What follows belongs to an exercise in optimizing a design on an open flow for small area, a short achievable clock period and few clock cycles; a production flow would make more cautious choices. In this exercise RTL edits were held to simulation tests only and were not proved equivalent to the original. Power figures rest on the tool's default switching activity, not on a simulated workload.

// rde_sieve
module rde_sieve (
    input  wire        clk,
    input  wire        rst,
    input  wire        ld_en,
    input  wire [5:0]  ld_idx,
    input  wire [15:0] ld_data,
    input  wire        set_en,
    input  wire [63:0] set_lsb,
    input  wire [2:0]  set_mod6,
    input  wire        go,
    input  wire [1:0]  go_mode,
    input  wire [7:0]  go_count,
    output reg         out_valid,
    output reg  [63:0] out_lsb,
    output reg         done,
    output wire [63:0] lsb
);
export LEC_CHECK = 0
export CAP_MARGIN = 50
export CORE_MARGIN = 2
export CORE_UTILIZATION = 30
export CTS_CLUSTER_DIAMETER = 90
export CTS_CLUSTER_SIZE = 28
export SLEW_MARGIN = 50
export SYNTH_HIERARCHICAL = 1
create_clock -name core_clock -period 25.0 [get_ports {clk}]
standard.sh (not shown) runs the stock make flow with config.mk's settings and CLKGATE_MAP_FILE= SYNTH_SCRIPT=/design/flow/synth_recipe.tcl, a recipe that flattens the netlist after the stock synthesis.
==> flow/flow/run.sh <==
#!/bin/bash
# Own layout flow: the standard ORFS flow (standard.sh) with
#  - the standard synthesis script (synth_recipe.tcl), except that ABC maps the
#    lane group modules (rde_sieve_grp*) with flow/area.abc, an area-oriented
#    script; the top module keeps ORFS's script, and the registers are unchanged,
#  - timing repair aiming at a setup slack margin (the achieved period shrinks),
#  - ABC's buffers removed before placement, more antenna repair iterations,
#  - gate sizing not restricted to cells of the same footprint,
#  - ports buffered with buf_2 (every port still gets its buffer).
# The ORFS tools write their full logs under orfs/logs; this script's own
# output goes to run.log.
exec > run.log 2>&1
set -x
HERE=$(pwd)
cat > my_synth.tcl <<EOT
proc abc {args} {
  set i [lsearch -exact \$args -script]
  set ga \$args
  if {\$i >= 0} { lset ga [expr {\$i + 1}] $HERE/flow/area.abc }
  yosys select rde_sieve_grp*
  yosys abc {*}\$ga
  yosys select -clear
  yosys select rde_sieve
  yosys abc {*}\$args
  yosys select -clear
}
source $HERE/synth_recipe.tcl
EOT
sed -e "s|SYNTH_SCRIPT=[^ ]*synth_recipe.tcl|SYNTH_SCRIPT=$HERE/my_synth.tcl|" \
    -e 's|"\${@:-finish}"|MATCH_CELL_FOOTPRINT=0 "\${@:-finish}"|' standard.sh > my_standard.sh
grep -c my_synth.tcl my_standard.sh
export SETUP_SLACK_MARGIN=18.7
export BUFFER_PORTS_ARGS="-buffer_cell sky130_fd_sc_hd__buf_2"
export REMOVE_ABC_BUFFERS=1
export MAX_REPAIR_ANTENNAS_ITER_DRT=20
export MAX_REPAIR_ANTENNAS_ITER_GRT=10
bash my_standard.sh finish
==> flow/flow/area.abc <==
&get -n
&st
&dc2
&syn2
&dch -f
&nf -R 1000 -a
&put
Testbench counts at the start, summed over its fixed seeds: cycles 2,213.
==> next run, changes <==
--- a/flow/flow/run.sh
+++ b/flow/flow/run.sh
@@ -6,6 +6,5 @@
 #  - timing repair aiming at a setup slack margin (the achieved period shrinks),
 #  - ABC's buffers removed before placement, more antenna repair iterations,
-#  - gate sizing not restricted to cells of the same footprint,
-#  - ports buffered with buf_2 (every port still gets its buffer).
+#  - gate sizing not restricted to cells of the same footprint.
 # The ORFS tools write their full logs under orfs/logs; this script's own
 # output goes to run.log.
@@ -30,6 +29,5 @@
     -e 's|"\${@:-finish}"|MATCH_CELL_FOOTPRINT=0 "\${@:-finish}"|' standard.sh > my_standard.sh
 grep -c my_synth.tcl my_standard.sh
-export SETUP_SLACK_MARGIN=18.7
-export BUFFER_PORTS_ARGS="-buffer_cell sky130_fd_sc_hd__buf_2"
+export SETUP_SLACK_MARGIN=18.5
 export REMOVE_ABC_BUFFERS=1
 export MAX_REPAIR_ANTENNAS_ITER_DRT=20
- CORE_UTILIZATION: 30 -> 35
- CTS_CLUSTER_DIAMETER: 90 -> 80
- CTS_CLUSTER_SIZE: 28 -> 24
Result: Power increases slightly. Sequential power stays flat. Die area went down by about a fifth. Non-clock buffer count fell by 104. Utilization rises by 5.6 points. Combinational power goes down slightly. Cell area goes down slightly. Final cell count drops by a few percent. Synthesized cell count stays the same.
==> next run, changes <==
==> flow/flow/run.sh (replaced) <==
#!/bin/bash
# Own layout flow: the standard ORFS flow (standard.sh) with
#  - the standard synthesis script (synth_recipe.tcl), except that ABC maps
#    with flow/area.abc, an area-oriented script (the registers are unchanged),
#  - timing repair aiming at a setup slack margin (the achieved period shrinks),
#  - ABC's buffers removed before placement, more antenna repair iterations,
#  - gate sizing not restricted to cells of the same footprint,
#  - ports buffered with buf_2 (every port still gets its buffer).
# The ORFS tools write their full logs under orfs/logs; this script's own
# output goes to run.log.
exec > run.log 2>&1
set -x
HERE=$(pwd)
cat > my_synth.tcl <<EOT
proc abc {args} {
  set i [lsearch -exact \$args -script]
  set ga \$args
  if {\$i >= 0} { lset ga [expr {\$i + 1}] $HERE/flow/area.abc }
  yosys select rde_sieve_grp*
  yosys abc {*}\$ga
  yosys select -clear
  yosys select rde_sieve
  yosys abc {*}\$ga
  yosys select -clear
}
source $HERE/synth_recipe.tcl
EOT
sed -e "s|SYNTH_SCRIPT=[^ ]*synth_recipe.tcl|SYNTH_SCRIPT=$HERE/my_synth.tcl|" \
    -e 's|"\${@:-finish}"|MATCH_CELL_FOOTPRINT=0 "\${@:-finish}"|' standard.sh > my_standard.sh
grep -c my_synth.tcl my_standard.sh
export SETUP_SLACK_MARGIN=18.7
export BUFFER_PORTS_ARGS="-buffer_cell sky130_fd_sc_hd__buf_2"
export REMOVE_ABC_BUFFERS=1
export MAX_REPAIR_ANTENNAS_ITER_DRT=20
export MAX_REPAIR_ANTENNAS_ITER_GRT=10
bash my_standard.sh finish
- CORE_UTILIZATION: 35 -> 30
Effect: The new run completed without violations. Global-route usage is lower by 4.1 points. Wire length is higher by 2.7%. Die area is higher by about 12%. Maximum frequency is lower by about 12%. Clock power is about the same. Count of clock-buffer cells in the layout is higher by 4. Final area is higher by about 2.3%. Critical path depth is higher by 42. Combinational power is higher by about 80%. Via count is lower by 3.9%.

========
## v2
rde_sieve again, from the RTL that the note above started with.
export LEC_CHECK = 0
export CAP_MARGIN = 30
export CORE_MARGIN = 2
export CORE_UTILIZATION = 30
export CTS_CLUSTER_DIAMETER = 80
export CTS_CLUSTER_SIZE = 24
export SLEW_MARGIN = 30
export SYNTH_HIERARCHICAL = 1
create_clock -name core_clock -period 25.0 [get_ports {clk}]
==> flow/flow/run.sh <==
#!/bin/bash
# Own layout flow: the standard ORFS flow (standard.sh) with
#  - the standard synthesis script (synth_recipe.tcl), except that ABC maps the
#    lane group modules (rde_sieve_grp*) with flow/area.abc, an area-oriented
#    script; the top module keeps ORFS's script, and the registers are unchanged,
#  - timing repair aiming at a setup slack margin (the achieved period shrinks),
#  - ABC's buffers removed before placement, more antenna repair iterations,
#  - gate sizing not restricted to cells of the same footprint,
#  - ports buffered with buf_2 (every port still gets its buffer).
# The ORFS tools write their full logs under orfs/logs; this script's own
# output goes to run.log.
exec > run.log 2>&1
set -x
HERE=$(pwd)
cat > my_synth.tcl <<EOT
proc abc {args} {
  set i [lsearch -exact \$args -script]
  set ga \$args
  if {\$i >= 0} { lset ga [expr {\$i + 1}] $HERE/flow/area.abc }
  yosys select rde_sieve_grp*
  yosys abc {*}\$ga
  yosys select -clear
  yosys select rde_sieve
  yosys abc {*}\$args
  yosys select -clear
}
source $HERE/synth_recipe.tcl
EOT
sed -e "s|SYNTH_SCRIPT=[^ ]*synth_recipe.tcl|SYNTH_SCRIPT=$HERE/my_synth.tcl|" \
    -e 's|"\${@:-finish}"|MATCH_CELL_FOOTPRINT=0 "\${@:-finish}"|' standard.sh > my_standard.sh
grep -c my_synth.tcl my_standard.sh
export SETUP_SLACK_MARGIN=18.6
export BUFFER_PORTS_ARGS="-buffer_cell sky130_fd_sc_hd__buf_2"
export REMOVE_ABC_BUFFERS=1
export MAX_REPAIR_ANTENNAS_ITER_DRT=20
export MAX_REPAIR_ANTENNAS_ITER_GRT=10
bash my_standard.sh finish
Scripts as last shown in full above: flow/flow/area.abc
v2: done, clean on timing, DRC and antenna
Testbench counts of v2, summed over its fixed seeds: cycles 2,213.
Inputs modified between v2 and v57:
Settings: CORE_UTILIZATION now 33, was 30; SLEW_MARGIN now 20, was 30; CAP_MARGIN now 20, was 30.
==> summary.txt <==
- The run showing the greater via count is v57.
- Re die height: v2 and v57 aren't equal, and the higher value belongs to v2.
- v57 against v2; via density per instance is up by a few percent.
- For the row count, v57 came in 4.3% lower than v2 did.
- v57 ends up with lower register-to-register slack than v2 does.
- Cmp v2 and v57 / routing usage on met1 / higher: v2
- Measured against each other, v2 and v57 differ in number of standard cells in the final layout excluding fillers, the higher figure coming from v2.
- v57 does better than v2 on total chip power.
- A capture point of the worst path of lsb_r[51] is what v57 shows, while lsb[17] belongs to v2.
- Re clock tree buffer count of the final layout: v2 and v57 aren't equal, and the higher value belongs to v2.
- In v57 the largest stage delay on the critical path turned out 0.22 ns higher than in v2.
For v29, these inputs were changed with respect to v57:
Settings: a change of CORE_UTILIZATION from 33 to 30.
Notes after the runs:
STATUS wire length of the first global-routing pass: v29 loses against v57. Comparing the two runs side by side, v29 comes out behind v57 on die outline area. When v29 is set beside v57, its portion of total power attributed to combinational logic turns out to be 0.9 points smaller. Delta(setup slack after layout, v29 - v57) > 0. Against v57, v29 comes in 16 higher on initial antenna violation count. When v29 is measured against v57, its part of the total power dissipated in sequential elements turns out 0.3 points lower. Between v57 and v29, the flow reports clock-buffer cell count increasing by a little under 10%. The lower clock network area share of v29 and v57 is in v57. Summary of v29 over v57: effective utilization at floorplan lost 2.9 points; vertical die dimension picked up an extra about 5%.
#### Input delta (v25 over v29)
-- flow/flow/run.sh --
<<< v29, line 31
grep -c my_synth.tcl my_standard.sh
export SETUP_SLACK_MARGIN=18.6
export BUFFER_PORTS_ARGS="-buffer_cell sky130_fd_sc_hd__buf_2"
>>> v25, line 31
grep -c my_synth.tcl my_standard.sh
export SETUP_SLACK_MARGIN=18.7
export BUFFER_PORTS_ARGS="-buffer_cell sky130_fd_sc_hd__buf_2"
## What came out
v29 ended up with sky130_fd_sc_hd__dfxtp_4 as its slowest cell on the critical path; v25 ended up with sky130_fd_sc_hd__dfxtp_2.
Diff v29..v25 | maximum clock frequency | negligible
v25 against v29: area of the die neither gained nor lost much, final hold violation count neither gained nor lost much, critical path depth picked up an extra 1.
v25 reports its end point of the critical path as lsb[53] while v29 reports lsb[56].

[separate check: timing with driven ports]
The results above use ideal ports. As a check the final layouts listed here were re-extracted and re-timed, cells and wires unchanged.
Step 1 assumes that a clkbuf_16 drives the clock port and a buf_2 every other input.
Step 2 adds t to the input delays and takes it off the output delays; t is the mean of the earliest and latest rising clock arrival at the registers after step 1. Input paths then give back, and output paths get back, about the clock's delay inside the block.
Slacks: no drivers / after step 1 / after step 2; pairs: no drivers / after step 1.
| run | t (ns) | slack for setup (ns) | latest minus earliest clock arrival (ns) |
|---|---|---|---|
| the first run of note 1 | 0.851 | 18.622 / 18.534 / 18.095 | 0.075 / 0.075 |
| the second run of note 1 | 0.861 | 18.537 / 18.449 / 17.890 | 0.070 / 0.070 |
| the third run of note 1 | 0.881 | 17.644 / 17.644 / 17.644 | 0.063 / 0.063 |
| v2 | 0.867 | 18.599 / 18.513 / 17.979 | 0.085 / 0.085 |
| v57 | 0.865 | 18.626 / 18.526 / 17.841 | 0.093 / 0.093 |
| v29 | 0.840 | 18.633 / 18.541 / 17.975 | 0.095 / 0.095 |
| v25 | 0.840 | 18.642 / 18.549 / 18.040 | 0.090 / 0.091 |
After both steps setup and hold are still met in every run listed. The setup slack of v57, which loses most, moves by -0.100 ns with the drivers and by -0.785 ns with both steps.
